This is an optimization exercise on Yosys and OpenROAD, whose aim is small area, a short achievable clock period and few clock cycles per item, not a production implementation. Function was checked by simulation only, so behaviour that the tests miss may differ from the original. Power is estimated from default activity; no workload was simulated.

### flow/run.sh
#!/bin/bash
# synth_recipe.tcl (not shown) runs the flow's synth.tcl, then flattens the netlist and writes it again
# the make line also repeats each setting of config.mk as NAME=value (left out here)
make -C /OpenROAD-flow-scripts/flow DESIGN_CONFIG=/design/flow/config.mk WORK_HOME=/design/flow/orfs CLKGATE_MAP_FILE= SYNTH_SCRIPT=/design/flow/synth_recipe.tcl finish
### flow/config.mk
export PLATFORM = sky130hd
export DESIGN_NAME = tcp_rx
export DESIGN_NICKNAME = tcp_rx
export VERILOG_FILES = /design/flow/design.v
export SDC_FILE = /design/flow/constraint.sdc
export NUM_CORES = 4
export LEC_CHECK = 0
export CAP_MARGIN = 20
export CORE_MARGIN = 2
export CORE_UTILIZATION = 40
export PLACE_DENSITY = 0.6
export SLEW_MARGIN = 20
### flow/constraint.sdc
create_clock -name core_clock -period 11.0 [get_ports {clk}]
set_input_delay 2.2000 -clock core_clock [delete_from_list [all_inputs] [get_ports {clk}]]
set_output_delay 2.2000 -clock core_clock [all_outputs]
set_load 0.01 [all_outputs]
### flow/design.v
module tcp_rx (
    input  wire        clk,
    input  wire        rst,
    input  wire        start,
    output wire        ready,
    input  wire        raw,
    input  wire [31:0] src_addr,
    input  wire [31:0] dst_addr,
    input  wire [15:0] len,
    input  wire        in_valid,
    output wire        in_ready,
    input  wire [31:0] in_data,
    output reg         done,
    output reg  [1:0]  result,
    output reg  [15:0] csum,
    output reg  [2:0]  seg_class,
    output reg  [15:0] payload_len,
    output reg  [15:0] sport,
    output reg  [15:0] dport,
    output reg  [31:0] seq_num,
    output reg  [31:0] ack_num,
    output reg  [3:0]  doff,
    output reg  [5:0]  flags,
    output reg  [15:0] window,
    output reg  [15:0] cksum_field,
    output reg  [15:0] urg_ptr
);
    localparam [1:0] RES_OK        = 2'd0;
    localparam [1:0] RES_MALFORMED = 2'd1;
    localparam [1:0] RES_CHECKSUM  = 2'd2;
    localparam [2:0] C_NONE   = 3'd0;
    localparam [2:0] C_DATA   = 3'd1;
    localparam [2:0] C_SYN    = 3'd2;
    localparam [2:0] C_SYNACK = 3'd3;
    localparam [2:0] C_ACK    = 3'd4;
    localparam [2:0] C_FIN    = 3'd5;
    localparam [2:0] C_FINACK = 3'd6;
    localparam [1:0] S_IDLE   = 2'd0;
    localparam [1:0] S_PSEUDO = 2'd1;
    localparam [1:0] S_DATA   = 2'd2;
    localparam [1:0] S_FINISH = 2'd3;
    function [15:0] oc_add;
        input [15:0] a;
        input [15:0] b;
        reg   [16:0] s;
        begin
            s      = {1'b0, a} + {1'b0, b};
            oc_add = s[15:0] + {15'd0, s[16]};
        end
    endfunction
    reg  [1:0]  state;
    reg  [1:0]  ph_cnt;
    reg         raw_q;
    reg  [31:0] src_q;
    reg  [31:0] dst_q;
    reg  [15:0] len_q;
    reg  [14:0] beat;         
    reg  [15:0] acc;          
    wire [14:0] n_beats   = {1'b0, len_q[15:2]} + {14'd0, |len_q[1:0]};
    wire [14:0] start_beats = {1'b0, len[15:2]} + {14'd0, |len[1:0]};
    wire        last_beat = (beat == n_beats - 15'd1);
    assign ready    = (state == S_IDLE);
    assign in_ready = (state == S_DATA);
    reg  [31:0] beat_mask;
    always @(*) begin
        beat_mask = 32'hFFFF_FFFF;
        if (last_beat) begin
            case (len_q[1:0])
                2'd1:    beat_mask = 32'hFF00_0000;
                2'd2:    beat_mask = 32'hFFFF_0000;
                2'd3:    beat_mask = 32'hFFFF_FF00;
                default: beat_mask = 32'hFFFF_FFFF;
            endcase
        end
    end
    wire [31:0] data_m = in_data & beat_mask;
    reg  [31:0] ph_word;
    always @(*) begin
        case (ph_cnt)
            2'd0:    ph_word = src_q;
            2'd1:    ph_word = dst_q;
            default: ph_word = {16'h0006, len_q};
        endcase
    end
    wire [31:0] add_word = (state == S_PSEUDO) ? ph_word : data_m;
    wire [15:0] acc_next = oc_add(oc_add(acc, add_word[31:16]), add_word[15:0]);
    wire [15:0] hdr_bytes  = {10'd0, doff, 2'b00};
    wire        malformed  = (len_q < 16'd20) || (doff < 4'd5) || (hdr_bytes > len_q);
    wire [15:0] pl_len     = len_q - hdr_bytes;
    wire [5:0]  k          = flags & 6'h17;
    reg  [2:0]  cls;
    always @(*) begin
        if (pl_len != 16'd0)
            cls = ((flags & 6'h07) == 6'h00) ? C_DATA : C_NONE;
        else begin
            case (k)
                6'h02:   cls = C_SYN;
                6'h12:   cls = C_SYNACK;
                6'h10:   cls = C_ACK;
                6'h01:   cls = C_FIN;
                6'h11:   cls = C_FINACK;
                default: cls = C_NONE;
            endcase
        end
    end
    always @(posedge clk) begin
        if (rst) begin
            state <= S_IDLE;
            done  <= 1'b0;
        end else begin
            done <= 1'b0;
            case (state)
                S_IDLE: begin
                    if (start) begin
                        raw_q  <= raw;
                        src_q  <= src_addr;
                        dst_q  <= dst_addr;
                        len_q  <= len;
                        acc    <= 16'd0;
                        beat   <= 15'd0;
                        ph_cnt <= 2'd0;
                        if (!raw)
                            state <= S_PSEUDO;
                        else if (start_beats == 15'd0)
                            state <= S_FINISH;
                        else
                            state <= S_DATA;
                    end
                end
                S_PSEUDO: begin
                    acc    <= acc_next;
                    ph_cnt <= ph_cnt + 2'd1;
                    if (ph_cnt == 2'd2)
                        state <= (n_beats == 15'd0) ? S_FINISH : S_DATA;
                end
                S_DATA: begin
                    if (in_valid) begin
                        acc  <= acc_next;
                        beat <= beat + 15'd1;
                        if (!raw_q) begin
                            case (beat)
                                15'd0: begin
                                    sport <= data_m[31:16];
                                    dport <= data_m[15:0];
                                end
                                15'd1: seq_num <= data_m;
                                15'd2: ack_num <= data_m;
                                15'd3: begin
                                    doff   <= data_m[31:28];
                                    flags  <= data_m[21:16];
                                    window <= data_m[15:0];
                                end
                                15'd4: begin
                                    cksum_field <= data_m[31:16];
                                    urg_ptr     <= data_m[15:0];
                                end
                                default: ;
                            endcase
                        end
                        if (last_beat)
                            state <= S_FINISH;
                    end
                end
                S_FINISH: begin
                    csum        <= ~acc;
                    payload_len <= pl_len;
                    seg_class   <= cls;
                    if (raw_q)
                        result <= RES_OK;
                    else if (malformed)
                        result <= RES_MALFORMED;
                    else if (acc != 16'hFFFF)
                        result <= RES_CHECKSUM;
                    else
                        result <= RES_OK;
                    done  <= 1'b1;
                    state <= S_IDLE;
                end
            endcase
        end
    end
endmodule
==> flow_metrics.tcl <==
set metrics [dict create \
    endpoint_kind "register" \
    avgSynthCellArea_um2 13.20 \
    overflow 0 \
    cp.required_ns 11.28 \
    peakVddDrop_mv 0.2469 \
    setup-violations-final 0 \
    placementRows 70 \
    report.final.slew_viol_count 0 \
    synth_warnings 1 \
    ys_async_sr_fraction_pct 0 \
    synth_nets 1296 \
    grt_start_max_net_pins 60 \
    cp_slowest_cell "edfxtp_1" \
    first_pass_iters 5 \
    leakage_nw 6.808 \
    ys_seq_area_share_pct 62.53 \
    synth_largest_area_cell "edfxtp_1" \
    placed_cell_area_um2 18340 \
    syn-cell-area_um2 14740 \
    relSlewSlack_pct 32.55 \
    r2r_end "acc[10]$_SDFFCE_PN0P_" \
    fp.dieH_um 196.0 \
    clk_pin_slew_ns 0.07 \
    antenna_left 0 \
    track_usage_pct 23.12 \
    synth_cell_types 82 \
    drt_iter0_markers 831 \
    area_delta_synth_final_pct 32.27 \
    critPathTopFamily "compound AO/OA/AOI/OAI gates" \
    outcome "finished clean" \
    dp_hpwl_um 33830 \
    finalCritPeriodShare_pct 93.21 \
    ys_seq_elements 308 \
    fin_cells 1928 \
    start_util_pct 40.47 \
    drcViolationCount 0 \
    drive_above_1_share_pct 7.808 \
    worstSetupPathDepth 46 \
    drv_cap 0 \
    cp_data_arrival_time_ns 10.53 \
    endpoint "acc[10]$_SDFFCE_PN0P_" \
    core_um2 36430 \
    viasPerCell 5.376 \
    critPathBufInv 3 \
    htreeDepth 2 \
    wl_um 44890 \
    cts_made_buffers 35 \
    grt_pass1_vias 10000 \
    clockRootBuffer "clkbuf_16" \
    synth_area_leaders "edfxtp_1 62%, ha_1 5.0%, xnor2_1 4.3%" \
    synth-edff-count 305 \
    holdCritStartpoint "len_q[1]$_DFFE_PP_" \
    cts_tree "built" \
    antennaDiodeCount 0 \
    crit_fanout 7 \
    globalplace.congestion 0.9264 \
    design_area_um2 19500 \
    post-place-ws_ns 0.2889 \
    postSynthCellCount 1117 \
    ios 311 \
    r2r_cells 46 \
    holdWs_ns 0.4975 \
    pwr_density_cell_nw_per_um2 266.5 \
    critPathKind "reg2reg" \
    num-nets-final 1615 \
    grt_pass1_wl_um 65710 \
    max_clock_freq_ghz 0.09753 \
    antenna_found_initial 3 \
    dieArea_um2 38410 \
    cp_common_cell "ha_1" \
    fin_tns_setup_ns 0 \
    detail_route.wl_per_cell_um 23.29 \
    grt_setup_unrepaired "no" \
    finalCriticalPeriod_ns 10.25 \
    clock_path_buffers 3 \
    final.setup.worst_slack_ns 0.7470 \
    cts.sinks 308 \
    vias 10364 \
    port_buffers 310 \
    clock_skew_ns 0.02495 \
    placedCellCount 1866 \
    die_x_um 196.0 \
    yosysTopAreaCellShare_pct 62.12 \
    tightest_slew_ns 1.012 \
    hold_viol 0 \
    r2r-start "len_q[0]$_DFFE_PP_" \
    startpoint "len_q[0]$_DFFE_PP_" \
    ys_dominant_reg_cell "edfxtp_1" \
    max_stage_delay_ns 0.44 \
    r2r_setup_slack_ns 0.75 \
    start_kind "register" \
    clk_latency_ns 0.53 \
    hp-class "reg2reg" \
]
[per-layer routing]
| layer | GRT usage (%) | wire length [um] |
|---|---|---|
| met5 | 0 | 47 |
| met4 | 5.135 | 711 |
| met2 | 37.18 | 20530 |
| met3 | 4.281 | 3103 |
| met1 | 32.77 | 20500 |
[state kept, by name (all words and copies together), names as in the netlist, 3 cells and up]
signal / count
sport: 16
seg_class: 3
dst_q: 32
doff: 4
payload_len: 16
src_q: 32
ack_num: 32
beat: 15
acc: 16
urg_ptr: 16
seq_num: 32
flags: 6
dport: 16
len_q: 16
cksum_field: 16
csum: 16
window: 16
[logic make-up after synthesis]
logic type | Yosys count | share of synthesized area (%)
multiplexers | 16 | 1.180
AND/OR/NAND/NOR | 330 | 12.75
AO/OA/AOI/OAI | 198 | 8.902
adder cells (fa/ha/maj) | 62 | 5.414
buffers and inverters | 96 | 2.783
flip-flops | 308 | 62.53
XOR/XNOR | 107 | 6.449
[report_power, final]
| group | leakage (nW) | switching (mW) | internal (mW) |
|---|---|---|---|
| registers | 2.82 | 0.117 | 1.45 |
| clock network | 0.539 | 0.474 | 0.688 |
| logic | 3.45 | 1.47 | 0.996 |
[cell type report]
cell class / instances / area (um2)
multi-input combinational: 713 / 5167
fill: 3115 / 16930
clock buffer: 41 / 908.4
tap: 468 / 585.6
timing repair buffer: 322 / 3193
sequential: 308 / 9219
inverter: 56 / 210.2
clock inverter: 20 / 219.0
[placed cells by master, fill, tap and decap left out, types with 10 or more instances in the layout]
| cell | Yosys | final |
|---|---|---|
| clkdlybuf4s50_1 | 0 | 310 |
| edfxtp_1 | 305 | 305 |
| xnor2_1 | 73 | 73 |
| ha_1 | 59 | 58 |
| nand2_1 | 58 | 57 |
| inv_1 | 56 | 56 |
| a21oi_1 | 53 | 53 |
| nor2_1 | 52 | 51 |
| nand3_1 | 38 | 38 |
| clkbuf_16 | 0 | 35 |
| o21ai_0 | 34 | 34 |
| and2_1 | 37 | 34 |
| xor2_1 | 33 | 32 |
| a22oi_1 | 25 | 25 |
| nor3_1 | 20 | 20 |
| nor4_1 | 18 | 18 |
| nor2b_1 | 16 | 15 |
| or3_1 | 14 | 14 |
| nand4_1 | 13 | 13 |
| and3_1 | 14 | 13 |
| buf_4 | 3 | 12 |
| o21a_1 | 11 | 11 |
| a31oi_1 | 11 | 11 |
| mux2_2 | 10 | 10 |
[stage by stage]
step	util, %	power (mW)
finish	53.53	5.198
global route	53.53	5.532
CTS	53.43	5.190
detailed placement	50.34	4.002
global placement	50.34	3.998
floorplan	-	3.333
[synth_stat cells (4+ instances only)]
master and count:
a21boi_0 8, a21o_1 8, a21oi_1 53, a22o_1 7
a22oi_1 25, a31oi_1 11, and2_1 37, and2_4 5
and3_1 14, buf_2 6, buf_6 4, clkbuf_1 25
edfxtp_1 305, ha_1 59, inv_1 56, mux2_2 10
mux2i_1 5, nand2_1 58, nand2b_1 5, nand3_1 38
nand4_1 13, nor2_1 52, nor2b_1 16, nor2b_2 6
nor3_1 20, nor3b_1 4, nor4_1 18, o211ai_1 7
o21a_1 11, o21ai_0 34, o21bai_1 6, or3_1 14
xnor2_1 73, xor2_1 33
[how the worst min path moves through the flow]
stage	endpoint	slack, ns	cells past startpoint
3_3_place_gp	payload_len[1]$_DFFE_PP_	0.46	0
3_5_place_dp	payload_len[1]$_DFFE_PP_	0.48	0
6_report	payload_len[1]$_DFFE_PP_	0.50	0
4_1_cts	payload_len[1]$_DFFE_PP_	0.49	0
2_1_floorplan	payload_len[1]$_DFFE_PP_	0.45	0
5_1_grt	payload_len[1]$_DFFE_PP_	0.53	0
[timing repair]
action,in CTS,in global routing
hold buffers,0,0
setup buffers,0,1
gates resized for setup,0,8
setup endpoints to repair,0,15
Testbench counts, summed over its fixed seeds: cycles 98,594, items 1,280.

## separate check: timing with driven ports
The results above use ideal ports. As a check the final layout listed here was re-extracted and re-timed, cells and wires unchanged.
Step 1 assumes that a clkbuf_16 drives the clock port and a buf_2 every other input.
Step 2 times the ports against the registers' clock, not the clock port: input delays grow and output delays shrink by t, the midpoint of the rising clock arrivals with the driver on.
Three values: no drivers, after step 1, after step 2; two values: the first two.
t, ns: 0.569
slack for setup (ns): 0.747 / 0.747 / 0.747
worst setup path at the end: register to register
After both steps this run still meets setup and hold. The setup slack of this run moves by 0.000 ns with the drivers and by 0.000 ns with both steps.
